From an optimization exercise on the open Yosys and OpenROAD flow, aimed at small area, a short achievable clock period and few clock cycles; shortcuts taken in it are not production practice. In this exercise RTL edits were held to simulation tests only and were not proved equivalent to the original. Power and IR drop assume default switching activity.

==> flow/design.v <==
module fww_micro_cpu (
    input  wire        clk,
    input  wire        rst,             
    input  wire        start,           
    input  wire [7:0]  start_mpc,
    input  wire        lit_msb_first,   
    output wire        busy,
    output wire        done,
    output wire [15:0] reg_a,
    output wire [15:0] reg_b,
    output wire [15:0] reg_c,
    output wire [15:0] reg_d,
    output wire [15:0] mdr,
    output wire [11:0] mar,
    output wire [7:0]  mpc,
    output wire        cs_req,
    output wire [7:0]  cs_addr,
    input  wire        cs_ack,
    input  wire [21:0] cs_rdata,
    output wire        mem_req,
    output wire        mem_we,
    output wire [11:0] mem_addr,
    output wire [15:0] mem_wdata,
    input  wire        mem_ack,
    input  wire [15:0] mem_rdata
);
    reg        run_r, done_r;
    reg        cs_pend;            
    reg        cs_dly;             
    reg        f_pend;             
    reg        mem_pend;           
    reg        we_r;               
    reg        wr_after;           
    reg        npc_pend;           
    reg        halt_pend;          
    reg [22:19] lw;                
    reg        l_needf;            
    reg        use_lit;            
    reg [15:0] op2_r;              
    reg [15:0] op1_r;              
    reg [3:0]  lr;                 
    reg [16:5] fc;                 
    reg [15:0] a_r, b_r, c_r, d_r, mdr_r;
    reg [11:0] mar_r;
    reg [7:0]  mpc_r;
    reg        msb_r;
    wire [22:1] cb = cs_rdata;
    wire rd_pend  = mem_pend & ~we_r;
    wire rd_ack   = mem_ack & ~we_r;
    wire mem_done = ~mem_pend | (mem_ack & (we_r | ~wr_after));
    wire go     = start & ~run_r;
    wire e_go   = run_r & cs_ack & ~f_pend;
    wire halt   = (cs_rdata == 22'd0);
    wire f_go   = f_pend & mem_done & ~(fc[6] & rd_pend);
    wire [4:1] cr = run_r ? cb[4:1] : 4'd0;
    reg [15:0] v2a;
    always @(*) begin
        v2a = 16'd0;
        if (cr[1]) v2a = a_r;
        if (cr[2]) v2a = b_r;
        if (cr[3]) v2a = c_r;
        if (cr[4]) v2a = d_r;
    end
    wire [15:0] v2s = cb[8] ? {v2a[14:0], 1'b0} : v2a;
    wire [7:0] lit8 = msb_r ? {cb[15], cb[16], cb[17], cb[18], cb[19], cb[20], cb[21], cb[22]}
                            : {cb[8], cb[7], cb[6], cb[5], cb[4], cb[3], cb[2], cb[1]};
    wire [15:0] mdr_f = rd_pend ? mem_rdata : mdr_r;
    wire [7:0] mdr4  = {4'd0, mdr_r[15:12]};
    wire [7:0] lit_l = msb_r ? {fc[15], fc[16], lr[0], 5'b10001} : {fc[8:5], lr};
    wire a_zero = (a_r == 16'd0);
    wire [7:0] m1 = mpc_r + 8'd1;
    wire [7:0] m2 = mpc_r + 8'd2;
    wire [7:0] mm = mpc_r + (use_lit ? lit_l : mdr4);
    wire [7:0] a20 = a_r[15] ? 8'd1 : 8'd2;
    wire [7:0] a19 = a_zero  ? 8'd1 : 8'd2;
    wire [7:0] r20 = a_r[15] ? m1 : m2;
    wire [7:0] r19 = a_zero  ? m1 : m2;
    reg [7:0] npc_e, npc_l;
    always @(*) begin
        if (cb[22]) begin
            npc_e = mpc_r;
            if (cb[17]) npc_e = m1;
            if (cb[18]) npc_e = mpc_r;    
            if (cb[19]) npc_e = r19;
            if (cb[20]) npc_e = r20;
            if (cb[21]) npc_e = mm;
        end else begin
            npc_e = 8'd0;
            if (cb[17]) npc_e = 8'd1;
            if (cb[18]) npc_e = lit8;
            if (cb[19]) npc_e = a19;
            if (cb[20]) npc_e = a20;
            if (cb[21]) npc_e = mdr4;
        end
        if (lw[22]) begin
            npc_l = mm;
            if (lw[19]) npc_l = r19;
            if (lw[20]) npc_l = r20;
            if (lw[21]) npc_l = mm;
        end else begin
            npc_l = a19;
            if (lw[20]) npc_l = a20;
            if (lw[21]) npc_l = mdr4;
        end
    end
    wire [7:0] npc = npc_pend ? npc_l : npc_e;
    wire late = cb[21] ? (cb[13] | cb[15] | rd_pend) :
                (cb[19] | cb[20]) ? cb[9] : (cb[18] & cb[22]);
    wire late_go = npc_pend & (~l_needf | ~f_pend) & (~lw[21] | ~rd_pend);
    wire f_wait = cb[6] & rd_pend;
    wire [8:5] oc = f_pend ? fc[8:5] : (run_r ? cb[8:5] : 4'd0);
    wire [15:0] v1a = oc[6] ? mdr_f : {15'd0, oc[5]};
    wire [15:0] v1s = oc[8] ? {v1a[14:0], 1'b0} : v1a;
    wire [15:0] v1n = v1s ^ {16{oc[7]}};
    wire [15:0] v3  = op2_r + op1_r + {15'd0, fc[7]};
    assign busy  = run_r;
    assign done  = done_r;
    assign reg_a = a_r;
    assign reg_b = b_r;
    assign reg_c = c_r;
    assign reg_d = d_r;
    assign mdr   = mdr_r;
    assign mar   = mar_r;
    assign mpc   = mpc_r;
    assign cs_req    = cs_pend;
    assign cs_addr   = mpc_r;
    assign mem_req   = mem_pend;
    assign mem_we    = we_r;
    assign mem_addr  = mar_r;
    assign mem_wdata = mdr_r;
    always @(posedge clk) begin
        if (rst) begin
            run_r     <= 1'b0;
            done_r    <= 1'b0;
            cs_pend   <= 1'b0;
            cs_dly    <= 1'b0;
            f_pend    <= 1'b0;
            mem_pend  <= 1'b0;
            npc_pend  <= 1'b0;
            halt_pend <= 1'b0;
        end else if (go) begin
            run_r     <= 1'b1;
            done_r    <= 1'b0;
            cs_pend   <= 1'b1;
            cs_dly    <= 1'b0;
            f_pend    <= 1'b1;
            mem_pend  <= 1'b0;
            npc_pend  <= 1'b0;
            halt_pend <= 1'b0;
        end else if (run_r) begin
            if (mem_ack) begin
                if (~we_r & wr_after) begin
                    we_r     <= 1'b1;
                    wr_after <= 1'b0;
                end else
                    mem_pend <= 1'b0;
            end
            if (f_go) begin
                f_pend <= 1'b0;
                if (fc[15] | fc[16]) begin
                    mem_pend <= 1'b1;
                    we_r     <= ~fc[15];
                    wr_after <= fc[15] & fc[16];
                end
            end
            if (cs_dly) begin
                cs_dly  <= 1'b0;
                cs_pend <= 1'b1;
            end
            if (late_go) begin
                npc_pend <= 1'b0;
                cs_pend  <= 1'b1;
            end
            if (halt_pend & mem_done) begin
                halt_pend <= 1'b0;
                run_r     <= 1'b0;
                done_r    <= 1'b1;
            end
            if (e_go) begin
                if (halt) begin
                    cs_pend <= 1'b0;
                    if (mem_done) begin
                        run_r  <= 1'b0;
                        done_r <= 1'b1;
                    end else
                        halt_pend <= 1'b1;
                end else begin
                    f_pend   <= 1'b1;
                    npc_pend <= late;
                    cs_pend  <= ~late & ~f_wait;
                    cs_dly   <= ~late & f_wait;
                end
            end
        end
    end
    wire rd_only = rd_ack & ~(f_go & fc[13]);
    always @(posedge clk) begin
        if (go | e_go | (f_pend & fc[6] & rd_pend))
            op1_r <= v1n;
        if (go | e_go) begin
            op2_r <= v2s;
            fc    <= run_r ? cb[16:5] : 12'b0011_1111_0000;
        end
        if (f_go & fc[9])  a_r <= v3;
        if (f_go & fc[10]) b_r <= v3;
        if (f_go & fc[11]) c_r <= v3;
        if (f_go & fc[12]) d_r <= v3;
        if ((f_go & fc[13]) | rd_ack) mdr_r <= rd_only ? mem_rdata : v3;
        if (f_go & fc[14]) mar_r <= v3[11:0];
        if (go) begin
            mpc_r <= start_mpc;
            msb_r <= lit_msb_first;
        end else if ((e_go & ~halt & ~late) | late_go)
            mpc_r <= npc;
        if (e_go | late_go)
            use_lit <= e_go & cb[18] & cb[22] & ~cb[19] & ~cb[20] & ~cb[21];
        if (e_go) begin
            lw      <= cb[22:19];
            lr      <= msb_r ? {3'd0, cb[17]} : cb[4:1];
            l_needf <= cb[9] | cb[13] | cb[15];
        end
    end
endmodule
==> flow/flow/run.sh <==
#!/bin/bash
# The standard layout, with the port buffers made of buf_1 cells instead of
# the delay-buffer cells buffer_ports picks by default. The output of the
# standard flow goes to standard.log; ORFS's per-step logs stay under orfs/logs.
set -euo pipefail
export BUFFER_PORTS_ARGS="-buffer_cell sky130_fd_sc_hd__buf_1"
bash standard.sh > standard.log 2>&1
==> flow/constraint.sdc <==
create_clock -name core_clock -period 8.0 [get_ports {clk}]
set_input_delay 1.6000 -clock core_clock [delete_from_list [all_inputs] [get_ports {clk}]]
set_output_delay 1.6000 -clock core_clock [all_outputs]
set_load 0.01 [all_outputs]
==> flow/standard.sh <==
#!/bin/bash
# synth_recipe.tcl (not shown) runs the flow's synth.tcl, then flattens the netlist and writes it again
# the make line also repeats each setting of config.mk as NAME=value (left out here)
make -C /OpenROAD-flow-scripts/flow DESIGN_CONFIG=/design/flow/config.mk WORK_HOME=/design/flow/orfs CLKGATE_MAP_FILE= SYNTH_SCRIPT=/design/flow/synth_recipe.tcl "${@:-finish}"
==> flow/config.mk <==
export PLATFORM = sky130hd
export DESIGN_NAME = fww_micro_cpu
export DESIGN_NICKNAME = fww_micro_cpu
export VERILOG_FILES = /design/flow/design.v
export SDC_FILE = /design/flow/constraint.sdc
export NUM_CORES = 4
export LEC_CHECK = 0
export CAP_MARGIN = 20
export CORE_MARGIN = 2
export CORE_UTILIZATION = 40
export SETUP_SLACK_MARGIN = 5
export SLEW_MARGIN = 20
==> metrics.yaml, run 1 <==
worst_setup_path:
  arrival_ns: 3.27
  cp.required_ns: 8.30
  cp-start-kind: "input port"
  crit_type: "in2reg"
  reg2reg_slack_ns: 5.07
  crit_path_frequent_cell: "buf_4"
  r2r_start: "msb_r$_DFFE_PP_"
  r2r_end: "mpc_r[6]$_DFFE_PP_"
  cp-end-kind: "flop"
  worst_r2r_path_depth: 11
  crit_path_top_delay_cell: "or4_4"
  slowest_delay_ns: 0.49
  worstPathMaxFanout: 2
  path_cells: "buf_6 -> buf_12 -> or4_4 -> nor4_4 -> buf_4 -> buf_4 -> a21oi_1 -> nor2_1 -> nor3_1"
floorplan:
  num_io_pins: 193
  initial_core_util_pct: 40.6
  die_y_um: 158
  die_w_um: 158
  coreArea_um2: 23400
  die_area_um2: 25000
  rows: 56
clock_network:
  cts_tree: "yes"
  cts_inserted_buffers: 17
  htree_levels: 4
  clock_path_buffers: 2
  cts_root_buf: "clkbuf_16"
  clk_latency_ns: 0.44
  cts.clk_slew.worst_paths_ns: 0.06
  clock-sinks: 165
cells_and_area:
  final_nets: 1114
  design_area_um2: 11400
  mostFrequentLayoutCell: "buf_1"
  synthToLayoutAreaGrowth_pct: 19.9
  diodes: 0
  finish.utilization_pct: 48.6
  layout_common_cells: "buf_1 (188), edfxtp_1 (157), nand2_1 (79)"
  final_layout_size_suffix_gt1_share_pct: 15.3
sta:
  hold_violations: 0
  rsz0062_at_grt: "true"
  worst_slew_pin_slew_ns: 0.901
  final-setup-viol-count: 0
  min_period_ns: 2.97
  max_freq_mhz: 337
  fin_ws_ns: 5.03
  min_period_over_period_pct: 37.1
  skew_ns: 0.0182
  fin_setup_tns_ns: 0
  slew-limit-headroom_pct: 39.5
  drv_slew: 0
logic_synthesis:
  syn-cell-area_um2: 9490
  synth_edf_count: 157
  ys_async_sr_fraction_pct: 0
  syn_nets: 937
  avgSynthCellArea_um2: 11.1
  synth_cells: 858
  ys_ff_latch: 165
  synth_largest_area_cell: "edfxtp_1"
  synth_area_leaders: "edfxtp_1 (50%), mux2i_1 (3.4%), nand2_1 (3.3%), ha_1 (3.2%), buf_4 (3.0%)"
  yosysSeqAreaShare_pct: 51.4
  yosysTopAreaCellShare_pct: 49.7
  synth_ff_type: "edfxtp_1"
  ys_types: 77
  yosysWarnings: 1
drt:
  post_drt_wl_per_cell_um: 20.7
  routed_wl_um: 28300
  ant_nets: 0
  vias: 7504
  drtIter0Drc: 774
  drtPass1Iterations: 7
  drc_errors: 0
  via_per_inst: 5.49
global_routing:
  met1_usage_pct: 31.6
  first_global_vias: 6944
  grt_start_max_net_pins: 43
  grt_use_met2_pct: 35.3
  grt_pass1_wl_um: 41700
  grt_util_all_layers_pct: 22.4
  grt-ovfl-total: 0
  antenna_found_initial: 0
  met3_usage_pct: 4.27
  top_usage_layer: "met2"
hold_path:
  min_from: "done_r$_SDFFE_PP0P_"
  worstHoldEndpoint: "done_r$_SDFFE_PP0P_"
  hp-class: "reg2reg"
  hold_depth: 1
pwr:
  power_leakage_nw: 4.10
  total_power_mw: 2.88
  powerDensity_nw_per_um2: 253
  peakVddDrop_mv: 0.159
placement:
  hpwl_um: 20200
  place_congestion: 0.889
  placed_area_um2: 10300
  port_buffers: 192
  pre_cts_slack_ns: 4.03
run_status:
  outcome: "complete, no violations"
job:
  drv_cap: 0
flip-flops by register name, indices dropped and copies added (netlist names), 4 cells and up:
| name | flops |
|---|---|
| c_r | 16 |
| lr | 4 |
| mpc_r | 8 |
| op2_r | 16 |
| b_r | 16 |
| lw | 4 |
| d_r | 16 |
| a_r | 16 |
| mar_r | 12 |
| fc | 12 |
| op1_r | 16 |
| mdr_r | 16 |
stage by stage:
stage               hold WS [ns]  std cells
floorplan                  0.457        858
global placement           0.451       1297
detailed placement         0.464       1297
CTS                        0.478       1346
global route               0.494       1366
finish                     0.476       1366
cell families (layout without fill, tap and decap cells):
kind of cell / after synthesis / in the layout / synth area share [%]
compound gates: 197 / 198 / 14.4
simple gates: 259 / 259 / 13.8
fa+ha+maj: 27 / 27 / 3.80
buf+inv: 107 / 295 / 5.92
xor+xnor: 51 / 51 / 4.71
flops: 165 / 165 / 51.4
mux: 52 / 52 / 6.01
worst max path at each step:
| stage | startpoint | to | slack (ns) |
|---|---|---|---|
| CTS | cs_rdata[7] | mpc_r[0]$_DFFE_PP_ | 5.01 |
| global placement | cs_rdata[7] | op1_r[15]$_DFFE_PP_ | 4.06 |
| global route | msb_r$_DFFE_PP_ | mpc_r[6]$_DFFE_PP_ | 4.94 |
| finish | cs_rdata[7] | run_r$_SDFF_PP0_ | 5.03 |
| detailed placement | cs_rdata[7] | op1_r[15]$_DFFE_PP_ | 4.03 |
| floorplan | cs_rdata[17] | mpc_r[0]$_DFFE_PP_ | 5.00 |
report_power, final:
group | switching, mW | internal, mW
sequential | 0.0966 | 1.15
combinational | 0.506 | 0.292
clock | 0.374 | 0.469
synth_stat cells (6+ instances only):
| cell | count |
|---|---|
| nor3_1 | 28 |
| o211ai_1 | 16 |
| a211oi_1 | 7 |
| buf_4 | 38 |
| a31oi_1 | 9 |
| dfxtp_1 | 8 |
| and2_1 | 13 |
| a21oi_1 | 53 |
| inv_1 | 24 |
| a21o_1 | 6 |
| mux2_2 | 16 |
| o21ai_0 | 36 |
| nor2_1 | 50 |
| nand3_1 | 13 |
| nor2b_1 | 18 |
| a222oi_1 | 16 |
| mux2i_1 | 32 |
| xor2_1 | 28 |
| o21ai_1 | 8 |
| nand2_1 | 83 |
| edfxtp_1 | 157 |
| and3_1 | 7 |
| xnor2_1 | 23 |
| buf_2 | 14 |
| nand2b_1 | 15 |
| ha_1 | 24 |
| clkbuf_1 | 29 |
layout make-up:
| cell class | instances | area [um2] |
|---|---|---|
| Sequential cell | 165 | 4870 |
| Inverter | 26 | 101 |
| Clock buffer | 17 | 425 |
| Timing Repair Buffer | 237 | 1140 |
| Timing Repair inverter | 1 | 5.00 |
| Multi-Input combinational cell | 587 | 4260 |
| Tap cell | 319 | 399 |
| Fill cell | 2179 | 12000 |
| Clock inverter | 14 | 170 |
routing by layer:
| layer | part of all wire [%] | wire length [um] |
|---|---|---|
| met2 | 46 | 13200 |
| met4 | 1.9 | 530 |
| met5 | 0 | 0 |
| met3 | 6.0 | 1690 |
| met1 | 46 | 12900 |
timing repair:
item | in CTS | in global routing
hold buffers | 0 | 0
cloned | 2 | 1
buffers inserted | 16 | 19
gates resized for setup | 20 | 21
pin swaps | 5 | 11
setup endpoints to repair | 51 | 60
critical path, delay by kind of cell:
kind / cells / cell delay [ns]
AO/OA/AOI/OAI: 1 / 0.09
AND/OR/NAND/NOR: 4 / 1.08
buffers and inverters: 4 / 0.50
Testbench counts, summed over its fixed seeds: cycles 47,507.
==> inputs of run 2 (changes only) <==
--- a/flow/config.mk
+++ b/flow/config.mk
@@ -8,5 +8,6 @@
 export CAP_MARGIN = 20
 export CORE_MARGIN = 2
 export CORE_UTILIZATION = 40
+export CTS_BUF_LIST = sky130_fd_sc_hd__clkbuf_4 sky130_fd_sc_hd__clkbuf_8
 export SETUP_SLACK_MARGIN = 5
 export SLEW_MARGIN = 20
==> run 2 against run 1 <==
Flip-flop and latch count did not move. Synthesized cell count unchanged. Cell count is 0.15% lower. Core utilization decreased by 1.1 points. Critical path type unchanged. Global-route usage down 0.23 points. Worst hold slack better by 0.0031 ns. Design area down 2.2%. Clock skew up 0.0033 ns. Via count decreased by 0.59%. Clock-buffer cell count stayed put. Sequential share of layout area increased by 0.97 points. Die area did not move.
==> metrics.yaml, run 2 <==
run_status:
  outcome: "complete, no violations"
sta:
  fin_setup_tns_ns: 0
  final-setup-viol-count: 0
  worst_slew_pin_slew_ns: 0.888
  max_freq_mhz: 339
  rsz0062_at_grt: "true"
  skew_ns: 0.0215
  slew-limit-headroom_pct: 40.3
  hold_violations: 0
  min_period_over_period_pct: 36.9
  min_period_ns: 2.95
  drv_slew: 0
cells_and_area:
  mostFrequentLayoutCell: "buf_1"
  final_layout_size_suffix_gt1_share_pct: 15.1
  final_nets: 1112
  layout_common_cells: "buf_1 (189), edfxtp_1 (157), nand2_1 (79)"
  synthToLayoutAreaGrowth_pct: 17.2
  fin_cells: 1364
  finish.utilization_pct: 47.5
  fill_cells: 2215
  diodes: 0
floorplan:
  rows: 56
  die_area_um2: 25000
  initial_core_util_pct: 40.6
  coreArea_um2: 23400
  die_y_um: 158
  die_w_um: 158
  num_io_pins: 193
logic_synthesis:
  ys_async_sr_fraction_pct: 0
  avgSynthCellArea_um2: 11.1
  synth_area_leaders: "edfxtp_1 (50%), mux2i_1 (3.4%), nand2_1 (3.3%), ha_1 (3.2%), buf_4 (3.0%)"
  ys_ff_latch: 165
  yosysTopAreaCellShare_pct: 49.7
  synth_cells: 858
  syn_nets: 937
  ys_types: 77
  synth_commonest_cells: "edfxtp_1 (157), nand2_1 (83), a21oi_1 (53)"
  synth_most_common_cell: "edfxtp_1"
  yosysWarnings: 1
  synth_ff_type: "edfxtp_1"
  yosysSeqAreaShare_pct: 51.4
  syn-cell-area_um2: 9490
  synth_largest_area_cell: "edfxtp_1"
  synth_edf_count: 157
pwr:
  total_power_mw: 2.67
  powerDensity_nw_per_um2: 240
  peakVddDrop_mv: 0.0978
  power_leakage_nw: 3.98
worst_setup_path:
  cp.required_ns: 8.19
  crit_family: "buffers and inverters"
  arrival_ns: 3.14
  cp-start-kind: "input port"
  slowest_delay_ns: 0.55
  crit_path_top_delay_cell: "or4_1"
  cp-end-kind: "flop"
  worstPathMaxFanout: 17
  cp.buffers_inverters: 4
  crit_type: "in2reg"
  path_cells: "buf_1 -> buf_4 -> inv_2 -> or4_1 -> o21ai_2 -> a21oi_2 -> o21ai_4 -> buf_12"
clock_network:
  cts_tree: "yes"
  cts.clk_slew.worst_paths_ns: 0.09
  ctsHoldBuffers: 0
  htree_levels: 4
  cts_root_buf: "clkbuf_8"
  clk_latency_ns: 0.48
  clock-sinks: 165
  clock_path_buffers: 2
  cts_inserted_buffers: 17
global_routing:
  grt_util_all_layers_pct: 22.2
  antenna_found_initial: 0
  grt-ovfl-total: 0
  grt_start_max_net_pins: 43
  first_global_vias: 6919
  grt_pass1_wl_um: 41300
drt:
  via_per_inst: 5.47
  drtPass1Iterations: 8
  ant_nets: 0
  wl_met2_um: 12900
  wl_met3_um: 1780
  drc_errors: 0
  routed_wl_um: 27900
  vias: 7460
  top_layer_used: "met4"
  drtIter0Drc: 720
  post_drt_wl_per_cell_um: 20.5
  drt-met1-wl_um: 12800
hold_path:
  hp-class: "reg2reg"
placement:
  hpwl_um: 20200
  place_congestion: 0.889
  port_buffers: 192
  placed_cells: 1297
job:
  drv_cap: 0
-- run 2: area by class of cell --
| type | instances | area, um2 | share of cell area, % |
|---|---|---|---|
| clock inverter | 14 | 170 | 1.53 |
| inverter | 26 | 101 | 0.911 |
| clock buffer | 17 | 234 | 2.10 |
| multi-input combinational | 587 | 4270 | 38.4 |
| tap | 319 | 399 | 3.59 |
| sequential | 165 | 4870 | 43.8 |
| timing repair buffer | 236 | 1070 | 9.66 |
-- run 2: repair_timing --
item,CTS,global route
setup endpoints to repair,52,27
setup buffers,19,16
pin swaps,4,9
gates resized for setup,14,21
gates cloned,1,0
-- run 2: worst paths after layout --
path                                            end  depth (start not counted)  slack (ns)                 from
worst max-delay path             mpc_r[0]$_DFFE_PP_                          8        5.05         cs_rdata[20]
worst min-delay path            done_r$_SDFFE_PP0P_                          1        0.48  done_r$_SDFFE_PP0P_
worst max register to register   mpc_r[6]$_DFFE_PP_                         12        5.07      msb_r$_DFFE_PP_
worst min register to register  done_r$_SDFFE_PP0P_                          1        0.48  done_r$_SDFFE_PP0P_
-- run 2: logic make-up (layout without fill, tap and decap cells) --
group | Yosys count | count (layout) | synth area share (%)
flops | 165 | 165 | 51.4
mux | 52 | 52 | 6.01
xor+xnor | 51 | 51 | 4.71
simple gates | 259 | 259 | 13.8
fa+ha+maj | 27 | 27 | 3.80
compound gates | 197 | 198 | 14.4
buf+inv | 107 | 293 | 5.92
-- run 2: per-layer routing --
metal	GRT usage (%)	vias up
met1	31.4	3593
met2	34.8	313
li1	-	3518
met5	0	-
met4	5.96	0
met3	4.38	36
-- run 2: per-stage QoR --
step | hold WS, ns | instance area, um2 | worst slack, ns
after floorplan | 0.457 | 9560 | 5.00
after global placement | 0.451 | 10300 | 4.06
after detailed placement | 0.464 | 10300 | 4.03
after CTS | 0.484 | 10900 | 5.03
after global routing | 0.500 | 11100 | 4.94
final | 0.480 | 11100 | 5.05
-- run 2: report_power, final --
| part | total, mW | switching [mW] | leakage (nW) | internal (mW) |
|---|---|---|---|---|
| Combinational | 0.803 | 0.510 | 2.22 | 0.293 |
| Sequential | 1.24 | 0.0922 | 1.55 | 1.14 |
| Clock | 0.634 | 0.348 | 0.201 | 0.286 |
==> inputs of run 3 (changes only) <==
--- a/flow/design.v
+++ b/flow/design.v
@@ -195,8 +195,7 @@
     end
     wire rd_only = rd_ack & ~(f_go & fc[13]);
     always @(posedge clk) begin
-        if (go | e_go | (f_pend & fc[6] & rd_pend))
-            op1_r <= v1n;
+        op1_r <= v1n;
         if (go | e_go) begin
             op2_r <= v2s;
             fc    <= run_r ? cb[16:5] : 12'b0011_1111_0000;
==> run 3 against run 2 <==
Non-clock buffer count did not move. Cell count is 1.5% higher. Synthesized cell count grew 3.4%. Sequential power is essentially flat. Die area decreased by 1.4%. Routed wire length increased by 4.3%. Critical path depth increased by 3. Fmax down 5.7%. Largest power group unchanged.
==> metrics.yaml, run 3 <==
placement:
  hpwl_um: 20900
  pre_cts_slack_ns: 4.17
  placed_cells: 1317
  place_congestion: 0.943
  port_buffers: 192
clock_network:
  htree_levels: 4
  clock_path_buffers: 2
  clk_latency_ns: 0.48
  cts_inserted_buffers: 17
  cts.clk_slew.worst_paths_ns: 0.10
  cts_root_buf: "clkbuf_8"
  cts_tree: "yes"
  clock-sinks: 165
sta:
  max_freq_mhz: 320
  min_period_over_period_pct: 39.1
  skew_ns: 0.0195
  hold_slack_ns: 0.496
  final-setup-viol-count: 0
  rsz0062_at_grt: "true"
  min_period_ns: 3.13
  worst_slew_pin_slew_ns: 0.858
  hold_violations: 0
  slew-limit-headroom_pct: 42.8
  fin_ws_ns: 4.87
  drv_slew: 0
  fin_setup_tns_ns: 0
cells_and_area:
  fin_cells: 1385
  synthToLayoutAreaGrowth_pct: 18.1
  final_layout_size_suffix_gt1_share_pct: 13.8
  fill_cells: 2152
  layout_common_cells: "buf_1 (187), edfxtp_1 (141), nand2_1 (91)"
  final_nets: 1138
  diodes: 0
  finish.utilization_pct: 48.5
  mostFrequentLayoutCell: "buf_1"
pwr:
  p_seq_share_pct: 44.9
  p_switching_mw: 1.04
  sw_frac_of_total_pct: 37.6
  power_leakage_nw: 4.01
  p_clk_share_pct: 23.0
  powerDensity_nw_per_um2: 251
  p_comb_share_pct: 32.1
  p_int_mw: 1.73
  peakVddDrop_mv: 0.128
logic_synthesis:
  ys_ff_latch: 165
  yosysWarnings: 1
  synth_ff_type: "edfxtp_1"
  synth_cells: 887
  avgSynthCellArea_um2: 10.5
  syn_nets: 966
  synth_area_leaders: "edfxtp_1 (45%), dfxtp_1 (5.1%), nand2_1 (3.8%), mux2i_1 (3.7%), ha_1 (3.2%)"
  syn-cell-area_um2: 9350
  synth_most_common_cell: "edfxtp_1"
  yosysSeqAreaShare_pct: 50.4
  synth_edf_count: 141
  synth_largest_area_cell: "edfxtp_1"
  yosysTopAreaCellShare_pct: 45.3
  synth_commonest_cells: "edfxtp_1 (141), nand2_1 (94), nor2_1 (62)"
  ys_async_sr_fraction_pct: 0
  ys_types: 67
drt:
  drc_errors: 0
  via_per_inst: 5.63
  drtIter0Drc: 751
  vias: 7795
  drtPass1Iterations: 5
  routed_wl_um: 29100
  post_drt_wl_per_cell_um: 21.0
  ant_nets: 0
global_routing:
  grt-ovfl-total: 0
  first_global_vias: 7255
  antenna_found_initial: 0
  grt_util_all_layers_pct: 23.0
  grt_start_max_net_pins: 33
  grt_pass1_wl_um: 42300
floorplan:
  num_io_pins: 193
  die_w_um: 157
  initial_core_util_pct: 41.1
  die_area_um2: 24600
  rows: 55
  coreArea_um2: 22800
  die_y_um: 157
hold_path:
  hp-class: "reg2reg"
run_status:
  outcome: "complete, no violations"
job:
  drv_cap: 0
worst_setup_path:
  crit_path_top_delay_cell: "a2111o_1"
  slowest_delay_ns: 0.49
  worstPathMaxFanout: 4
  cp.required_ns: 8.23
  cp-start-kind: "flop"
  cp-end-kind: "flop"
  arrival_ns: 3.36
  path_cells: "inv_1 -> fa_2 -> inv_2 -> fa_2 -> a21o_1 -> a211o_1 -> a2111o_1 -> a31oi_4 -> a2111o_2 -> o311ai_4 -> mux2_2"
  crit_type: "reg2reg"
  crit_path_frequent_cell: "fa_2"
## run 3: timing repair
action	in CTS	in global routing
resized for setup	14	32
endpoints found under the setup margin	61	77
pin swaps	7	10
gates cloned	1	2
buffers inserted	17	16
hold buffers	0	0
## run 3: cell families after synthesis
kind of cell,Yosys count,share of synthesized area (%)
AOI/OAI and AO/OA,202,15.1
muxes,54,6.39
buffers and inverters,117,6.19
DFF,165,50.4
adders and majority gates,27,3.85
xor gates and xnor gates,39,3.65
and+or+nand+nor,283,14.4
## run 3: final cells by class
type	count	area [um2]	area share (%)
Tap cell	313	392	3.54
Sequential cell	165	4710	42.7
Inverter	32	128	1.16
Multi-Input combinational cell	607	4250	38.4
Clock inverter	15	199	1.80
Clock buffer	17	234	2.12
Timing Repair Buffer	236	1130	10.3
## run 3: per-stage QoR
step | area (um2) | total power, mW
global route | 11000 | 2.91
floorplan | 9430 | 1.79
global placement | 10100 | 2.06
detailed placement | 10100 | 2.07
finish | 11000 | 2.78
CTS | 10800 | 2.75
## run 3: layer usage
layer  GRT usage [%]  up-vias  part of all wire (%)
li1                -     3617                     -
met1            30.4     3770                    41
met2            38.9      371                    50
met3            4.07       37                   7.9
met4            6.64        0                   1.9
met5               0        -                     0
## run 3: path summary, 6_finish.rpt
| path | from | slack [ns] | depth (start not counted) | endpoint |
|---|---|---|---|---|
| worst max-delay path | fc[7]$_SDFFCE_PN0P_ | 4.87 | 11 | mdr_r[14]$_DFFE_PP_ |
| worst min-delay path | done_r$_SDFFE_PP0P_ | 0.50 | 1 | done_r$_SDFFE_PP0P_ |
| worst max register to register | fc[7]$_SDFFCE_PN0P_ | 4.87 | 11 | mdr_r[14]$_DFFE_PP_ |
| worst min register to register | done_r$_SDFFE_PP0P_ | 0.50 | 1 | done_r$_SDFFE_PP0P_ |
## run 3: power by group through the flow
stage	logic [mW]	registers [mW]	clock network [mW]
3_3_place_gp	0.781	1.28	0
4_1_cts	0.851	1.25	0.647
5_1_grt	0.970	1.26	0.684
2_1_floorplan	0.526	1.27	0
6_report	0.891	1.25	0.639
3_5_place_dp	0.787	1.28	0
## run 3: worst max-delay path, delay by kind of cell (launching register included)
family,cells,cell delay (ns)
AO/OA/AOI/OAI,6,1.52
adder cells (fa/ha/maj),2,0.55
multiplexers,1,0.28
flip-flops,1,0.42
buffers and inverters,2,0.13
Testbench counts of run 3, summed over its fixed seeds: cycles 47,507.
==> inputs of run 4 (changes only) <==
--- a/flow/config.mk
+++ b/flow/config.mk
@@ -5,9 +5,9 @@
 export SDC_FILE = /design/flow/constraint.sdc
 export NUM_CORES = 4
 export LEC_CHECK = 0
-export CAP_MARGIN = 20
+export CAP_MARGIN = 5
 export CORE_MARGIN = 2
 export CORE_UTILIZATION = 40
 export CTS_BUF_LIST = sky130_fd_sc_hd__clkbuf_4 sky130_fd_sc_hd__clkbuf_8
 export SETUP_SLACK_MARGIN = 5
-export SLEW_MARGIN = 20
+export SLEW_MARGIN = 5
==> run 4 against run 3 <==
Critical endpoint unchanged. Largest cell class unchanged. Clock skew is the same. Worst setup slack unchanged. Core utilization stayed put.
==> metrics.yaml, run 4 <==
run_status:
  outcome: "complete, no violations"
cells_and_area:
  diodes: 0
  layout_common_cells: "buf_1 (187), edfxtp_1 (141), nand2_1 (91)"
  mostFrequentLayoutCell: "buf_1"
  synthToLayoutAreaGrowth_pct: 18.1
  final_layout_size_suffix_gt1_share_pct: 13.8
  fill_cells: 2152
  final_nets: 1138
sta:
  min_period_ns: 3.13
  hold_violations: 0
  worst_slew_pin_slew_ns: 0.858
  final-setup-viol-count: 0
  rsz0062_at_grt: "true"
  skew_ns: 0.0195
  fin_setup_tns_ns: 0
  slew-limit-headroom_pct: 42.8
  drv_slew: 0
  min_period_over_period_pct: 39.1
  max_freq_mhz: 320
logic_synthesis:
  synth_area_leaders: "edfxtp_1 (45%), dfxtp_1 (5.1%), nand2_1 (3.8%), mux2i_1 (3.7%), ha_1 (3.2%)"
  ys_async_sr_fraction_pct: 0
  ys_types: 67
  syn_nets: 966
  yosysSeqAreaShare_pct: 50.4
  synth_most_common_cell: "edfxtp_1"
  avgSynthCellArea_um2: 10.5
  synth_largest_area_cell: "edfxtp_1"
  synth_cells: 887
  synth_commonest_cells: "edfxtp_1 (141), nand2_1 (94), nor2_1 (62)"
  synth_edf_count: 141
  syn-cell-area_um2: 9350
  ys_ff_latch: 165
  yosysWarnings: 1
  yosysTopAreaCellShare_pct: 45.3
  synth_ff_type: "edfxtp_1"
global_routing:
  grt_use_met2_pct: 38.9
  met3_usage_pct: 4.07
  antenna_found_initial: 0
  grt_util_all_layers_pct: 23.0
  top_usage_layer: "met2"
  first_global_vias: 7255
  grt_start_max_net_pins: 33
  met1_usage_pct: 30.4
  grt_pass1_wl_um: 42300
  grt-ovfl-total: 0
pwr:
  p_seq_share_pct: 44.9
  p_switching_mw: 1.04
  total_power_mw: 2.78
  p_clk_share_pct: 23.0
  p_int_mw: 1.73
  sw_frac_of_total_pct: 37.6
  peakVddDrop_mv: 0.128
  p_comb_share_pct: 32.1
  powerDensity_nw_per_um2: 251
  power_leakage_nw: 4.01
placement:
  hpwl_um: 20900
  place_congestion: 0.943
  port_buffers: 192
clock_network:
  cts_tree: "yes"
  clock-sinks: 165
  cts.clk_slew.worst_paths_ns: 0.10
  cts_root_buf: "clkbuf_8"
  cts_inserted_buffers: 17
  clk_latency_ns: 0.48
  htree_levels: 4
  clock_path_buffers: 2
floorplan:
  die_w_um: 157
  initial_core_util_pct: 41.1
  die_y_um: 157
  rows: 55
  num_io_pins: 193
  coreArea_um2: 22800
  die_area_um2: 24600
hold_path:
  hp-class: "reg2reg"
worst_setup_path:
  arrival_ns: 3.36
  crit_type: "reg2reg"
  cp-end-kind: "flop"
  cp.required_ns: 8.23
  worstPathMaxFanout: 4
  cp-start-kind: "flop"
drt:
  routed_wl_um: 29100
  drtPass1Iterations: 5
  drtIter0Drc: 751
  drc_errors: 0
  ant_nets: 0
  post_drt_wl_per_cell_um: 21.0
  via_per_inst: 5.63
  vias: 7795
job:
  drv_cap: 0
run 4: cell counts after synthesis:
No cell type changed its count.
run 4: cell type report:
type	instances	area [um2]	share of cell area, %
clock inverter	15	199	1.80
multi-input combinational	607	4250	38.4
timing repair buffer	236	1130	10.3
inverter	32	128	1.16
tap	313	392	3.54
sequential	165	4710	42.7
clock buffer	17	234	2.12
run 4: per-stage QoR:
stage                     setup WS (ns)  std cells  utilization (%)  hold WS, ns  instance area, um2
after floorplan                    4.82        887                -        0.455                9430
after global placement             4.18       1317             44.5        0.473               10100
after detailed placement           4.17       1317             44.5        0.469               10100
after CTS                          4.88       1367             47.3        0.493               10800
after global routing               4.81       1385             48.5        0.518               11000
final                              4.87       1385             48.5        0.496               11000
run 4: final timing paths:
| path | slack [ns] | from | depth (start not counted) | to |
|---|---|---|---|---|
| worst max register to register | 4.87 | fc[7]$_SDFFCE_PN0P_ | 11 | mdr_r[14]$_DFFE_PP_ |
| worst min register to register | 0.50 | done_r$_SDFFE_PP0P_ | 1 | done_r$_SDFFE_PP0P_ |
| worst min-delay path | 0.50 | done_r$_SDFFE_PP0P_ | 1 | done_r$_SDFFE_PP0P_ |
| worst max-delay path | 4.87 | fc[7]$_SDFFCE_PN0P_ | 11 | mdr_r[14]$_DFFE_PP_ |
run 4: power by group through the flow:
stage,combinational (mW),clock [mW],sequential [mW]
floorplan,0.526,0,1.27
global placement,0.781,0,1.28
detailed placement,0.787,0,1.28
CTS,0.851,0.647,1.25
global route,0.970,0.684,1.26
finish,0.891,0.639,1.25
run 4: kinds of logic (layout without fill, tap and decap cells):
group / count (synthesis) / in the layout / synth area share (%)
DFF: 165 / 165 / 50.4
xor gates and xnor gates: 39 / 39 / 3.65
buffers and inverters: 117 / 300 / 6.19
AOI/OAI and AO/OA: 202 / 204 / 15.1
adders and majority gates: 27 / 27 / 3.85
and+or+nand+nor: 283 / 283 / 14.4
muxes: 54 / 54 / 6.39
run 4: layer usage:
layer / up-vias / wire, um
met5: - / 0
met4: 0 / 548
met3: 37 / 2310
met2: 371 / 14400
met1: 3770 / 11800
li1: 3617 / -
run 4: worst max-delay path: stages, from the launching register on:
cell      delay [ns]
edfxtp_1        0.42
inv_1           0.09
fa_2            0.21
inv_2           0.04
fa_2            0.34
a21o_1          0.18
a211o_1         0.28
a2111o_1        0.49
a31oi_4         0.24
a2111o_2        0.21
o311ai_4        0.12
mux2_2          0.28
run 4: timing repair:
item                                    4_1_cts  5_1_grt
resized for setup                            14       32
hold buffers                                  0        0
pin swaps                                     7       10
setup buffers                                17       16
gates cloned                                  1        2
endpoints found under the setup margin       61       77
==> inputs of run 5 (changes only) <==
==> flow/config.mk (replaced) <==
export PLATFORM = sky130hd
export DESIGN_NAME = fww_micro_cpu
export DESIGN_NICKNAME = fww_micro_cpu
export VERILOG_FILES = /design/flow/design.v
export SDC_FILE = /design/flow/constraint.sdc
export NUM_CORES = 4
export LEC_CHECK = 0
export ABC_AREA = 1
export CAP_MARGIN = 20
export CORE_MARGIN = 2
export CORE_UTILIZATION = 40
export SETUP_SLACK_MARGIN = 5
export SLEW_MARGIN = 20
==> run 5 against run 4 <==
Still clean. Flip-flop and latch count stayed put. Clock skew down 0.00055 ns. Routed wire length up 4.0%. Cell count up 19%. Worst setup slack improved by 0.24 ns. Synthesized area grew 4.6%. Power increased by 16%. Global-route usage increased by 0.073 points. Register-to-register slack better by 0.33 ns. Clock-buffer cell count stayed put. Non-clock buffer count shrank 24. Critical path depth fell by 10. Critical endpoint is now busy. Largest power group unchanged.
==> metrics.yaml, run 5 <==
clock_network:
  htree_levels: 4
  cts_tree: "yes"
  clock_path_buffers: 2
  cts.clk_slew.worst_paths_ns: 0.08
  cts_inserted_buffers: 17
  cts_root_buf: "clkbuf_16"
  clock-sinks: 165
  clk_latency_ns: 0.45
cells_and_area:
  layout_common_cells: "nand2_1 (297), buf_1 (187), edfxtp_1 (141)"
  final_layout_size_suffix_gt1_share_pct: 7.79
  synthToLayoutAreaGrowth_pct: 16.2
  mostFrequentLayoutCell: "nand2_1"
  final_nets: 1389
worst_setup_path:
  worstPathMaxFanout: 19
  cp-start-kind: "flop"
  path_cells: "buf_1"
  worst_r2r_path_depth: 13
  r2r_start: "fc[7]$_SDFFCE_PN0P_"
  crit_path_top_delay_cell: "dfxtp_2"
  reg2reg_slack_ns: 5.20
  arrival_ns: 1.28
  cp.buffers_inverters: 1
  cp.required_ns: 6.40
  cp-end-kind: "primary output"
  r2r_end: "mdr_r[14]$_DFFE_PP_"
  slowest_delay_ns: 0.63
  crit_type: "reg2out"
  crit_family: "flip-flops"
sta:
  hold_violations: 0
  min_period_over_period_pct: 36.0
  rsz0062_at_grt: "true"
  min_period_ns: 2.88
  slew-limit-headroom_pct: 40.0
  fin_setup_tns_ns: 0
  skew_ns: 0.0189
  final-setup-viol-count: 0
  worst_slew_pin_slew_ns: 0.897
  hold_slack_ns: 0.463
  drv_slew: 0
  max_freq_mhz: 347
drt:
  drtIter0Drc: 566
  via_per_inst: 5.12
  routed_wl_um: 30300
  post_drt_wl_per_cell_um: 18.4
  vias: 8435
  ant_nets: 0
  drtPass1Iterations: 7
  drc_errors: 0
pwr:
  p_int_mw: 1.96
  p_seq_share_pct: 41.2
  power_leakage_nw: 4.78
  powerDensity_nw_per_um2: 283
  sw_frac_of_total_pct: 39.2
  p_clk_share_pct: 27.7
  p_switching_mw: 1.26
  p_comb_share_pct: 31.1
  peakVddDrop_mv: 0.167
logic_synthesis:
  synth_area_leaders: "edfxtp_1 (43%), nand2_1 (11%), inv_1 (5.3%), dfxtp_1 (4.9%), nand3_1 (4.3%)"
  synth_edf_count: 141
  syn-cell-area_um2: 9790
  synth_most_common_cell: "nand2_1"
  synth_largest_area_cell: "edfxtp_1"
  ys_ff_latch: 165
  synth_ff_type: "edfxtp_1"
  syn_nets: 1229
  synth_commonest_cells: "nand2_1 (299), edfxtp_1 (141), inv_1 (138)"
  yosysWarnings: 1
  ys_types: 50
  yosysSeqAreaShare_pct: 48.2
  synth_cells: 1150
  ys_async_sr_fraction_pct: 0
  yosysTopAreaCellShare_pct: 43.3
  avgSynthCellArea_um2: 8.51
placement:
  place_congestion: 0.899
  port_buffers: 192
  hpwl_um: 23000
global_routing:
  grt_util_all_layers_pct: 23.1
  antenna_found_initial: 2
  first_global_vias: 8053
  grt-ovfl-total: 0
  grt_pass1_wl_um: 45300
  grt_start_max_net_pins: 33
floorplan:
  die_w_um: 160
  die_area_um2: 25700
  rows: 57
  initial_core_util_pct: 40.5
  coreArea_um2: 24200
  num_io_pins: 193
  die_y_um: 160
hold_path:
  min_from: "done_r$_SDFFE_PP0P_"
  hold_depth: 2
  hp-class: "reg2reg"
  worstHoldEndpoint: "done_r$_SDFFE_PP0P_"
run_status:
  outcome: "complete, no violations"
job:
  drv_cap: 0
run 5: final cells by class:
| cell class | count | area (um2) |
|---|---|---|
| Clock inverter | 15 | 231 |
| Tap cell | 324 | 405 |
| Timing Repair Buffer | 212 | 885 |
| Clock buffer | 17 | 425 |
| Fill cell | 2413 | 12800 |
| Sequential cell | 165 | 4720 |
| Multi-Input combinational cell | 770 | 4150 |
| Timing Repair inverter | 1 | 5.00 |
| Inverter | 143 | 552 |
| Antenna cell | 2 | 5.00 |
run 5: per-stage QoR:
stage,power [mW],setup slack [ns],area [um2],instances,util [%]
6_report,3.22,5.12,11400,1649,47.0
5_1_grt,3.38,4.99,11400,1649,47.0
3_3_place_gp,2.31,3.89,10500,1598,43.2
3_5_place_dp,2.32,3.82,10500,1598,43.2
4_1_cts,3.21,4.97,11200,1632,46.2
2_1_floorplan,1.98,4.93,9790,1150,-
run 5: worst max path at each step:
| stage | start | to | slack, ns | depth (start not counted) |
|---|---|---|---|---|
| 6_report | run_r$_SDFF_PP0_ | busy | 5.12 | 1 |
| 5_1_grt | cs_rdata[3] | op2_r[12]$_DFFE_PP_ | 4.99 | 4 |
| 4_1_cts | start | cs_pend$_SDFFE_PP0P_ | 4.97 | 7 |
| 3_5_place_dp | cs_rdata[7] | op1_r[15]$_DFF_P_ | 3.82 | 7 |
| 3_3_place_gp | cs_rdata[7] | op1_r[15]$_DFF_P_ | 3.89 | 7 |
| 2_1_floorplan | mem_ack | a_r[0]$_DFFE_PP_ | 4.93 | 4 |
run 5: layer usage:
layer	wire, um	track usage [%]	vias to the layer above
li1	-	-	4136
met1	12400	28.4	3975
met2	15900	41.9	272
met3	1380	3.15	52
met4	649	7.29	0
met5	0	0	-
run 5: timing repair:
item                       CTS  global route
pin swaps                    2             0
gates cloned                 0             1
gates resized for setup     15            19
setup buffers                2            14
setup endpoints to repair   77            63
hold buffers                 0             0
run 5: cells by family after synthesis:
logic type	Yosys count	share of synthesized area, %
AND/OR/NAND/NOR	489	21.0
buffers and inverters	215	10.6
AO/OA/AOI/OAI	200	11.5
flip-flops	165	48.2
XOR/XNOR	42	3.76
adder cells (fa/ha/maj)	27	3.68
multiplexers	12	1.23
run 5: power groups by stage:
| stage | registers, mW | logic, mW | clock network [mW] |
|---|---|---|---|
| 2_1_floorplan | 1.35 | 0.624 | 0 |
| 3_3_place_gp | 1.35 | 0.960 | 0 |
| 3_5_place_dp | 1.35 | 0.968 | 0 |
| 4_1_cts | 1.33 | 0.979 | 0.901 |
| 5_1_grt | 1.35 | 1.11 | 0.931 |
| 6_report | 1.33 | 1.00 | 0.890 |
==> inputs of run 6 (changes only) <==
--- a/flow/config.mk
+++ b/flow/config.mk
@@ -8,6 +8,7 @@
 export ABC_AREA = 1
 export CAP_MARGIN = 20
 export CORE_MARGIN = 2
-export CORE_UTILIZATION = 40
+export CORE_UTILIZATION = 60
+export CTS_BUF_LIST = sky130_fd_sc_hd__clkbuf_4 sky130_fd_sc_hd__clkbuf_8
 export SETUP_SLACK_MARGIN = 5
 export SLEW_MARGIN = 20
==> run 6 against run 5 <==
Critical endpoint is now mpc[3]. Synthesized area is the same. Still clean. Die area shrank 33%. Synthesized cell count is the same. Worst setup slack lost 0.049 ns. First-iteration DRC count grew 82%. Via count grew 2.8%. Clock power shrank 31%. Routed wire length shrank 5.9%. Register-to-register slack is essentially flat. Sequential share of layout area grew 1.6 points. Fmax shrank 1.7%.
==> metrics.yaml, run 6 <==
run_status:
  outcome: "complete, no violations"
worst_setup_path:
  crit_type: "reg2out"
  cp.required_ns: 6.40
  crit_family: "flip-flops"
  slowest_delay_ns: 0.66
  path_cells: "buf_1"
  worstPathMaxFanout: 9
  crit_path_top_delay_cell: "edfxtp_1"
  cp.buffers_inverters: 1
  arrival_ns: 1.33
  cp-end-kind: "primary output"
  cp-start-kind: "flop"
pwr:
  p_comb_share_pct: 34.0
  p_clk_share_pct: 20.8
  p_switching_mw: 1.19
  p_int_mw: 1.75
  p_seq_share_pct: 45.1
  power_leakage_nw: 4.66
  total_power_mw: 2.94
  peakVddDrop_mv: 0.162
  powerDensity_nw_per_um2: 268
  sw_frac_of_total_pct: 40.4
logic_synthesis:
  synth_ff_type: "edfxtp_1"
  synth_most_common_cell: "nand2_1"
  ys_types: 50
  yosysTopAreaCellShare_pct: 43.3
  syn_nets: 1229
  ys_async_sr_fraction_pct: 0
  synth_cells: 1150
  synth_edf_count: 141
  yosysWarnings: 1
  synth_largest_area_cell: "edfxtp_1"
  syn-cell-area_um2: 9790
  yosysSeqAreaShare_pct: 48.2
  ys_ff_latch: 165
  avgSynthCellArea_um2: 8.51
  synth_commonest_cells: "nand2_1 (299), edfxtp_1 (141), inv_1 (138)"
  synth_area_leaders: "edfxtp_1 (43%), nand2_1 (11%), inv_1 (5.3%), dfxtp_1 (4.9%), nand3_1 (4.3%)"
placement:
  place_congestion: 1.02
  hpwl_um: 21400
  placed_area_um2: 10300
  placed_cells: 1491
  port_buffers: 192
cells_and_area:
  layout_common_cells: "nand2_1 (295), buf_1 (187), edfxtp_1 (141)"
  final-seq-area_um2: 4720
  synthToLayoutAreaGrowth_pct: 12.0
  diodes: 0
  final_layout_size_suffix_gt1_share_pct: 7.57
  mostFrequentLayoutCell: "nand2_1"
  fill_cells: 1353
  design_area_um2: 11000
  multi_input_area_um2: 4130
  final_nets: 1387
  fin_cells: 1537
global_routing:
  met3_usage_pct: 7.68
  grt_util_all_layers_pct: 32.2
  top_usage_layer: "met1"
  grt_use_met2_pct: 47.6
  grt_pass1_wl_um: 42800
  met1_usage_pct: 48.3
  antenna_found_initial: 1
  grt_start_max_net_pins: 33
  grt-ovfl-total: 0
  first_global_vias: 7677
drt:
  vias: 8670
  post_drt_wl_per_cell_um: 18.5
  ant_nets: 0
  drtIter0Drc: 1031
  routed_wl_um: 28500
  via_per_inst: 5.64
  drtPass1Iterations: 6
  drc_errors: 0
sta:
  min_period_ns: 2.93
  slew-limit-headroom_pct: 31.2
  max_freq_mhz: 341
  rsz0062_at_grt: "false"
  drv_slew: 0
  fin_setup_tns_ns: 0
  skew_ns: 0.0233
  hold_violations: 0
  final-setup-viol-count: 0
  min_period_over_period_pct: 36.7
  worst_slew_pin_slew_ns: 1.03
floorplan:
  die_w_um: 132
  coreArea_um2: 15900
  rows: 46
  num_io_pins: 193
  initial_core_util_pct: 61.6
  die_area_um2: 17300
  die_y_um: 132
hold_path:
  hp-class: "reg2reg"
clock_network:
  cts_inserted_buffers: 17
  cts_tree: "yes"
  htree_levels: 4
  cts.clk_slew.worst_paths_ns: 0.10
  cts_root_buf: "clkbuf_8"
  clock_path_buffers: 2
  clk_latency_ns: 0.48
  ctsHoldBuffers: 0
  clock-sinks: 165
job:
  drv_cap: 0
run 6: routing by layer:
metal  wire length [um]  vias to the layer above
met5                 13                        -
met4                500                        2
met3               3270                       47
met2              12300                      502
met1              12400                     3986
li1                   -                     4133
run 6: logic make-up (layout without fill, tap and decap cells):
logic type      count (synthesis)  in the layout  share of synthesized area, %
mux                            12             12                          1.23
fa+ha+maj                      27             27                          3.68
compound gates                200            200                          11.5
flops                         165            165                          48.2
simple gates                  489            489                          21.0
xor+xnor                       42             42                          3.76
buf+inv                       215            386                          10.6
run 6: worst paths after layout:
check	from	end	slack, ns	cells past startpoint
max	mpc_r[3]$_DFFE_PP_	mpc[3]	5.07	1
max reg2reg	mdr_r[12]$_DFFE_PP_	mpc_r[6]$_DFFE_PP_	5.21	18
min	done_r$_SDFFE_PP0P_	done_r$_SDFFE_PP0P_	0.46	2
min reg2reg	done_r$_SDFFE_PP0P_	done_r$_SDFFE_PP0P_	0.46	2
run 6: stage by stage:
stage	hold slack [ns]	utilization, %	setup slack, ns
floorplan	0.445	-	4.93
global placement	0.438	65.0	3.99
detailed placement	0.447	65.0	3.89
CTS	0.461	68.1	4.98
global route	0.489	69.0	4.98
finish	0.458	69.0	5.07
run 6: cell type report:
| cell class | count | area share, % |
|---|---|---|
| inverters | 143 | 5.04 |
| well taps | 216 | 2.47 |
| repair buffers | 211 | 7.98 |
| flip-flops and latches | 165 | 43.0 |
| clock inverters | 15 | 1.68 |
| multi-input cells | 770 | 37.7 |
| clock buffers | 17 | 2.14 |
run 6: power groups by stage:
stage                     Sequential, mW  Combinational [mW]  Clock (mW)
after global routing                1.34                1.10       0.648
after floorplan                     1.35               0.624           0
after detailed placement            1.35               0.950           0
after CTS                           1.32               0.969       0.616
after global placement              1.35               0.941           0
final                               1.33                1.00       0.612
run 6: timing repair:
action                                 CTS  global route
setup endpoints to repair               74            26
gates cloned                             0             0
pin swaps                                0             2
gates resized for setup                 16            18
setup buffers                            3            11
endpoints found under the hold margin    0             0
run 6: worst register-to-register path, stage by stage (launching register included):
cell and delay (ns):
edfxtp_1 0.58, nor2_1 0.16, a21oi_1 0.09, ha_1 0.25, fa_1 0.42, nand3_1 0.12
nand2_1 0.08, nand3_1 0.09, nand2_1 0.06, nand2_1 0.09, nand2_1 0.08, nand2_1 0.07
o21ai_1 0.06, nand2_1 0.06, nand2_1 0.05, nand2_1 0.11, nand2_1 0.06, nand2_1 0.06
nand2_1 0.05
==> inputs of run 7 (changes only) <==
--- a/flow/design.v
+++ b/flow/design.v
@@ -195,7 +195,8 @@
     end
     wire rd_only = rd_ack & ~(f_go & fc[13]);
     always @(posedge clk) begin
-        op1_r <= v1n;
+        if (go | e_go | (f_pend & fc[6] & rd_pend))
+            op1_r <= v1n;
         if (go | e_go) begin
             op2_r <= v2s;
             fc    <= run_r ? cb[16:5] : 12'b0011_1111_0000;
==> flow/flow/run.sh (replaced) <==
#!/bin/bash
# The standard layout, with two changes to how it is made:
#  - the port buffers are buf_1 cells instead of the delay-buffer cells
#    buffer_ports picks by default;
#  - timing repair aims for 5.5 ns of setup slack at the design's 8 ns clock.
# The output of the standard flow goes to standard.log; ORFS's per-step logs
# stay under orfs/logs.
set -euo pipefail
export BUFFER_PORTS_ARGS="-buffer_cell sky130_fd_sc_hd__buf_1"
export SETUP_SLACK_MARGIN=5.5
bash standard.sh > standard.log 2>&1
==> flow/config.mk (replaced) <==
export PLATFORM = sky130hd
export DESIGN_NAME = fww_micro_cpu
export DESIGN_NICKNAME = fww_micro_cpu
export VERILOG_FILES = /design/flow/design.v
export SDC_FILE = /design/flow/constraint.sdc
export NUM_CORES = 4
export LEC_CHECK = 0
export CAP_MARGIN = 20
export CORE_MARGIN = 2
export CORE_UTILIZATION = 40
export CTS_BUF_LIST = sky130_fd_sc_hd__clkbuf_4 sky130_fd_sc_hd__clkbuf_8
export SLEW_MARGIN = 20
==> run 7 against run 6 <==
Worst setup slack better by 0.12 ns. Core utilization is 11 points lower. Power is 3.7% higher. Sequential power is 8% lower. Sequential share of layout area is 7.0 points lower. Largest power group unchanged. Clock-buffer cell count stayed put. Die area is 44% higher. Critical path depth is 1 higher. Synthesized area is 3.0% lower. Non-clock buffer count is 164 higher. First-iteration DRC count is 19% lower.
==> metrics.yaml, run 7 <==
run_status:
  outcome: "complete, no violations"
hold_path:
  min_from: "done_r$_SDFFE_PP0P_"
  hp-class: "reg2reg"
  hold_depth: 1
cells_and_area:
  mostFrequentLayoutCell: "edfxtp_1"
  layout_common_cells: "edfxtp_1 (157), buf_4 (142), clkbuf_2 (109)"
  final-seq-area_um2: 4880
  final_nets: 1251
  final_layout_size_suffix_gt1_share_pct: 44.8
  fill_cells: 1991
  diodes: 0
  multi_input_area_um2: 4950
  synthToLayoutAreaGrowth_pct: 42.7
sta:
  max_freq_mhz: 355
  hold_violations: 0
  rsz0062_at_grt: "true"
  skew_ns: 0.0200
  worst_slew_pin_slew_ns: 0.872
  slew-limit-headroom_pct: 41.8
  min_period_over_period_pct: 35.2
  final-setup-viol-count: 0
  drv_slew: 0
  min_period_ns: 2.82
  fin_setup_tns_ns: 0
logic_synthesis:
  yosysWarnings: 1
  syn_nets: 937
  avgSynthCellArea_um2: 11.1
  synth_commonest_cells: "edfxtp_1 (157), nand2_1 (83), a21oi_1 (53)"
  synth_ff_type: "edfxtp_1"
  synth_largest_area_cell: "edfxtp_1"
  synth_edf_count: 157
  syn-cell-area_um2: 9490
  ys_types: 77
  synth_area_leaders: "edfxtp_1 (50%), mux2i_1 (3.4%), nand2_1 (3.3%), ha_1 (3.2%), buf_4 (3.0%)"
  synth_most_common_cell: "edfxtp_1"
  synth_cells: 858
  yosysSeqAreaShare_pct: 51.4
  ys_ff_latch: 165
  yosysTopAreaCellShare_pct: 49.7
  ys_async_sr_fraction_pct: 0
clock_network:
  clock_path_buffers: 2
  htree_levels: 4
  clk_latency_ns: 0.48
  clock-sinks: 165
  cts_tree: "yes"
  cts_inserted_buffers: 17
  ctsHoldBuffers: 0
  cts_root_buf: "clkbuf_8"
  cts.clk_slew.worst_paths_ns: 0.11
placement:
  port_buffers: 192
  place_congestion: 0.866
  hpwl_um: 21100
floorplan:
  coreArea_um2: 23400
  die_area_um2: 25000
  rows: 56
  die_y_um: 158
  num_io_pins: 193
  die_w_um: 158
  initial_core_util_pct: 40.6
global_routing:
  grt-ovfl-total: 0
  first_global_vias: 7810
  grt_util_all_layers_pct: 25.3
  antenna_found_initial: 0
  grt_pass1_wl_um: 46800
  grt_start_max_net_pins: 43
worst_setup_path:
  worst_r2r_path_depth: 12
  slowest_delay_ns: 0.44
  arrival_ns: 1.22
  r2r_start: "msb_r$_DFFE_PP_"
  crit_type: "reg2out"
  crit_path_top_delay_cell: "edfxtp_1"
  crit_start: "mdr_r[14]$_DFFE_PP_"
  cp-start-kind: "flop"
  cp-end-kind: "primary output"
  worstPathMaxFanout: 4
  path_cells: "buf_12 -> buf_6"
  cp.required_ns: 6.40
  reg2reg_slack_ns: 5.19
drt:
  ant_nets: 0
  post_drt_wl_per_cell_um: 21.2
  vias: 8186
  drtIter0Drc: 835
  routed_wl_um: 31800
  drtPass1Iterations: 7
  drc_errors: 0
  via_per_inst: 5.44
pwr:
  powerDensity_nw_per_um2: 225
  power_leakage_nw: 5.46
  peakVddDrop_mv: 0.111
  total_power_mw: 3.05
job:
  drv_cap: 0
## run 7: cell types whose count changed after synthesis, moves of 18 or more
cell      change
mux2i_1      +20
clkbuf_1     +23
inv_1       -114
o21ai_0      -40
nand2_1     -216
nor2b_1      +18
nand3_1      -72
nor3_1       +20
## run 7: through the flow
step	utilization (%)	hold slack [ns]	cell area, um2	std cells	worst slack, ns
after floorplan	-	0.452	9880	858	5.03
after global placement	44.7	0.449	10500	1293	4.18
after detailed placement	44.7	0.465	10500	1293	4.15
after CTS	54.2	0.486	12700	1467	5.17
after global routing	57.9	0.513	13500	1504	5.09
final	57.9	0.491	13500	1504	5.18
## run 7: cell type report
class,count,area share (%)
flip-flops and latches,165,36.0
clock buffers,17,1.73
inverters,26,0.831
well taps,319,2.95
clock inverters,15,1.38
repair buffers,375,20.5
multi-input cells,587,36.6
## run 7: power by group
part | internal (mW) | switching (mW) | total, mW
combinational | 0.550 | 0.642 | 1.19
sequential | 1.14 | 0.0768 | 1.22
clock | 0.240 | 0.396 | 0.636
total | 1.93 | 1.11 | 3.05
## run 7: cell families (layout without fill, tap and decap cells)
family | count (synthesis) | after routing | synth area share, %
simple gates | 259 | 259 | 13.8
compound gates | 197 | 198 | 14.4
flops | 165 | 165 | 51.4
buf+inv | 107 | 433 | 5.92
mux | 52 | 52 | 6.01
xor+xnor | 51 | 51 | 4.71
fa+ha+maj | 27 | 27 | 3.80
## run 7: worst paths after layout
check / endpoint
min reg2reg: done_r$_SDFFE_PP0P_
min: done_r$_SDFFE_PP0P_
max reg2reg: mpc_r[6]$_DFFE_PP_
max: mem_wdata[14]
## run 7: metal layers
layer	GRT usage, %	share of wire [%]
met1	36.2	45
met2	39.4	46
met3	4.71	7.1
met4	7.12	2.2
met5	0	0
## run 7: what timing repair did
item | 4_1_cts | 5_1_grt
setup buffers | 138 | 36
resized for setup | 174 | 206
hold endpoints to repair | 0 | 0
cloned | 4 | 1
pin swaps | 60 | 53
endpoints found under the setup margin | 339 | 233
## run 7: worst max-delay path: cells and delay by family (launching register included)
family                 cells  cell delay [ns]
DFF                        1             0.44
buffers and inverters      2             0.29
Testbench counts of run 7, summed over its fixed seeds: cycles 47,507.
==> inputs of run 8 (changes only) <==
--- a/flow/design.v
+++ b/flow/design.v
@@ -195,8 +195,7 @@
     end
     wire rd_only = rd_ack & ~(f_go & fc[13]);
     always @(posedge clk) begin
-        if (go | e_go | (f_pend & fc[6] & rd_pend))
-            op1_r <= v1n;
+        op1_r <= v1n;
         if (go | e_go) begin
             op2_r <= v2s;
             fc    <= run_r ? cb[16:5] : 12'b0011_1111_0000;
==> flow/flow/run.sh (replaced) <==
#!/bin/bash
# The standard layout, with two changes to how it is made:
#  - the port buffers are buf_1 cells instead of the delay-buffer cells
#    buffer_ports picks by default;
#  - timing repair aims for 5.25 ns of setup slack at the design's 8 ns clock.
# The output of the standard flow goes to standard.log; ORFS's per-step logs
# stay under orfs/logs.
set -euo pipefail
export BUFFER_PORTS_ARGS="-buffer_cell sky130_fd_sc_hd__buf_1"
export SETUP_SLACK_MARGIN=5.25
bash standard.sh > standard.log 2>&1
--- a/flow/config.mk
+++ b/flow/config.mk
@@ -5,8 +5,9 @@
 export SDC_FILE = /design/flow/constraint.sdc
 export NUM_CORES = 4
 export LEC_CHECK = 0
+export ABC_AREA = 1
 export CAP_MARGIN = 20
 export CORE_MARGIN = 2
-export CORE_UTILIZATION = 40
+export CORE_UTILIZATION = 60
 export CTS_BUF_LIST = sky130_fd_sc_hd__clkbuf_4 sky130_fd_sc_hd__clkbuf_8
 export SLEW_MARGIN = 20
==> run 8 against run 7 <==
Flip-flop and latch count did not move. Clock skew is 0.0061 ns lower. Largest cell class is now flip-flops and latches. Worst hold slack lost 0.038 ns. Routed wire length shrank 8.8%. Clock-buffer cell count unchanged. Highest routed layer unchanged. Register-to-register slack better by 0.03 ns.
==> metrics.yaml, run 8 <==
drt:
  ant_nets: 0
  via_per_inst: 5.67
  drtIter0Drc: 1102
  post_drt_wl_per_cell_um: 18.5
  drtPass1Iterations: 6
  routed_wl_um: 29000
  drc_errors: 0
  vias: 8909
sta:
  skew_ns: 0.0139
  drv_slew: 0
  hold_violations: 0
  worst_slew_pin_slew_ns: 1.05
  slew-limit-headroom_pct: 30.3
  final-setup-viol-count: 0
  rsz0062_at_grt: "true"
  fin_setup_tns_ns: 0
  max_freq_mhz: 347
  min_period_ns: 2.88
  min_period_over_period_pct: 36.0
floorplan:
  coreArea_um2: 15900
  die_y_um: 132
  num_io_pins: 193
  rows: 46
  die_area_um2: 17300
  die_w_um: 132
  initial_core_util_pct: 61.6
global_routing:
  grt_start_max_net_pins: 33
  grt_util_all_layers_pct: 32.8
  grt-ovfl-total: 0
  first_global_vias: 7889
  antenna_found_initial: 0
  grt_pass1_wl_um: 43800
clock_network:
  cts_root_buf: "clkbuf_8"
  clock_path_buffers: 2
  clock-sinks: 165
  cts_tree: "yes"
  cts.clk_slew.worst_paths_ns: 0.10
  clk_latency_ns: 0.47
  cts_inserted_buffers: 17
  ctsHoldBuffers: 0
  htree_levels: 4
pwr:
  powerDensity_nw_per_um2: 265
  peakVddDrop_mv: 0.165
  power_leakage_nw: 4.92
logic_synthesis:
  synth_commonest_cells: "nand2_1 (299), edfxtp_1 (141), inv_1 (138)"
  synth_area_leaders: "edfxtp_1 (43%), nand2_1 (11%), inv_1 (5.3%), dfxtp_1 (4.9%), nand3_1 (4.3%)"
  syn_nets: 1229
  yosysSeqAreaShare_pct: 48.2
  yosysTopAreaCellShare_pct: 43.3
  synth_ff_type: "edfxtp_1"
  synth_largest_area_cell: "edfxtp_1"
  synth_most_common_cell: "nand2_1"
  avgSynthCellArea_um2: 8.51
  syn-cell-area_um2: 9790
  synth_cells: 1150
  ys_async_sr_fraction_pct: 0
  synth_edf_count: 141
  ys_ff_latch: 165
  ys_types: 50
  yosysWarnings: 1
run_status:
  outcome: "complete, no violations"
hold_path:
  hp-class: "reg2reg"
worst_setup_path:
  cp-start-kind: "flop"
  crit_type: "reg2out"
  cp.required_ns: 6.40
  worstPathMaxFanout: 4
  cp-end-kind: "primary output"
  arrival_ns: 1.28
placement:
  hpwl_um: 21300
  place_congestion: 0.975
  port_buffers: 192
job:
  drv_cap: 0
cells_and_area:
  diodes: 0
  final_nets: 1421
  layout_common_cells: "nand2_1 (292), buf_1 (180), edfxtp_1 (141)"
  synthToLayoutAreaGrowth_pct: 18.0
  final_layout_size_suffix_gt1_share_pct: 12.4
  mostFrequentLayoutCell: "nand2_1"
  finish.utilization_pct: 72.7
## run 8: cell types whose count changed after synthesis, moves of 18 or more
cell	change
nor3_1	-20
clkbuf_1	-23
nor2b_1	-18
inv_1	+114
nand2_1	+216
o21ai_0	+40
nand3_1	+72
mux2i_1	-20
## run 8: kinds of logic after synthesis
kind of cell | share of synthesized area (%)
compound gates | 11.5
xor+xnor | 3.76
fa+ha+maj | 3.68
buf+inv | 10.6
flops | 48.2
mux | 1.23
simple gates | 21.0
## run 8: path summary, 6_finish.rpt
| path | end | cells past startpoint | start | slack, ns |
|---|---|---|---|---|
| max | mem_wdata[12] | 2 | mdr_r[12]$_DFFE_PP_ | 5.12 |
| min | done_r$_SDFFE_PP0P_ | 2 | done_r$_SDFFE_PP0P_ | 0.45 |
| max reg2reg | mpc_r[6]$_DFFE_PP_ | 17 | msb_r$_DFFE_PP_ | 5.22 |
| min reg2reg | done_r$_SDFFE_PP0P_ | 2 | done_r$_SDFFE_PP0P_ | 0.45 |
## run 8: layout make-up
cell class                      instances  area, um2
Sequential cell                       165       4720
Timing Repair Buffer                  245       1260
Clock buffer                           17        234
Inverter                              143        558
Multi-Input combinational cell        770       4290
Tap cell                              216        270
Clock inverter                         15        213
Fill cell                            1258       4340
## run 8: repair_timing
item | in CTS | in global routing
endpoints found under the hold margin | 0 | 0
buffers inserted | 31 | 21
setup endpoints to repair | 143 | 151
gates resized for setup | 29 | 58
pin swaps | 3 | 21
## run 8: metal layers
metal / global-route usage (%) / wire length [um] / up-vias
met5: 0 / 0 / -
met4: 7.31 / 623 / 0
met3: 7.18 / 3680 / 69
met2: 48.4 / 12400 / 636
met1: 49.8 / 12400 / 3993
li1: - / - / 4211
## run 8: power breakdown
part / internal [mW] / switching (mW) / leakage (nW) / total, mW
registers: 1.20 / 0.105 / 1.53 / 1.31
clock network: 0.297 / 0.361 / 0.218 / 0.658
logic: 0.357 / 0.733 / 3.18 / 1.09
total: 1.86 / 1.20 / 4.92 / 3.06
## run 8: critical path: stages (launching register included)
cell and delay [ns]:
edfxtp_1 0.52, buf_4 0.19, buf_6 0.11
## run 8: per-stage QoR
step | hold slack (ns) | instance area (um2) | total power, mW | setup WS (ns) | instances
2_1_floorplan | 0.445 | 9860 | 1.98 | 5.12 | 1150
3_3_place_gp | 0.439 | 10400 | 2.28 | 4.03 | 1487
3_5_place_dp | 0.443 | 10400 | 2.30 | 3.93 | 1487
4_1_cts | 0.458 | 11100 | 2.98 | 5.16 | 1550
5_1_grt | 0.485 | 11500 | 3.21 | 5.08 | 1571
6_report | 0.453 | 11500 | 3.06 | 5.12 | 1571
Testbench counts of run 8, summed over its fixed seeds: cycles 47,507.

[what the ideal ports hide]
In the flow no input, the clock included, has a driving cell. The finished layouts below were timed again as built, in two steps.
Step 1 sets driving cells, clkbuf_16 on the clock port and buf_2 on the other inputs (assumed; they add their load-dependent delay and slew).
Step 2 also shifts input and output timing later by t, the mid clock arrival at the registers, as if the neighbouring blocks saw the same clock.
Three values: no drivers, after step 1, after step 2; two values: the first two.
| run | t, ns | setup slack, ns | latest minus earliest clock arrival (ns) | worst register clock-pin slew, ns |
|---|---|---|---|---|
| run 1 | 0.474 | 5.029 / 5.028 / 4.569 | 0.019 / 0.019 | 0.07 / 0.07 |
| run 2 | 0.508 | 5.049 / 5.023 / 4.560 | 0.022 / 0.023 | 0.10 / 0.10 |
| run 3 | 0.507 | 4.871 / 4.871 / 4.506 | 0.020 / 0.020 | 0.11 / 0.11 |
| run 4 | 0.507 | 4.871 / 4.871 / 4.506 | 0.020 / 0.020 | 0.11 / 0.11 |
| run 5 | 0.482 | 5.116 / 5.070 / 4.666 | 0.021 / 0.022 | 0.09 / 0.09 |
| run 6 | 0.514 | 5.068 / 5.025 / 4.588 | 0.024 / 0.025 | 0.12 / 0.12 |
| run 7 | 0.515 | 5.184 / 5.143 / 4.765 | 0.023 / 0.022 | 0.12 / 0.12 |
| run 8 | 0.506 | 5.116 / 5.077 / 4.757 | 0.014 / 0.014 | 0.10 / 0.10 |
After both steps every run listed still meets setup and hold. The setup slack of run 2, which loses most, moves by -0.026 ns with the drivers and by -0.489 ns with both steps.
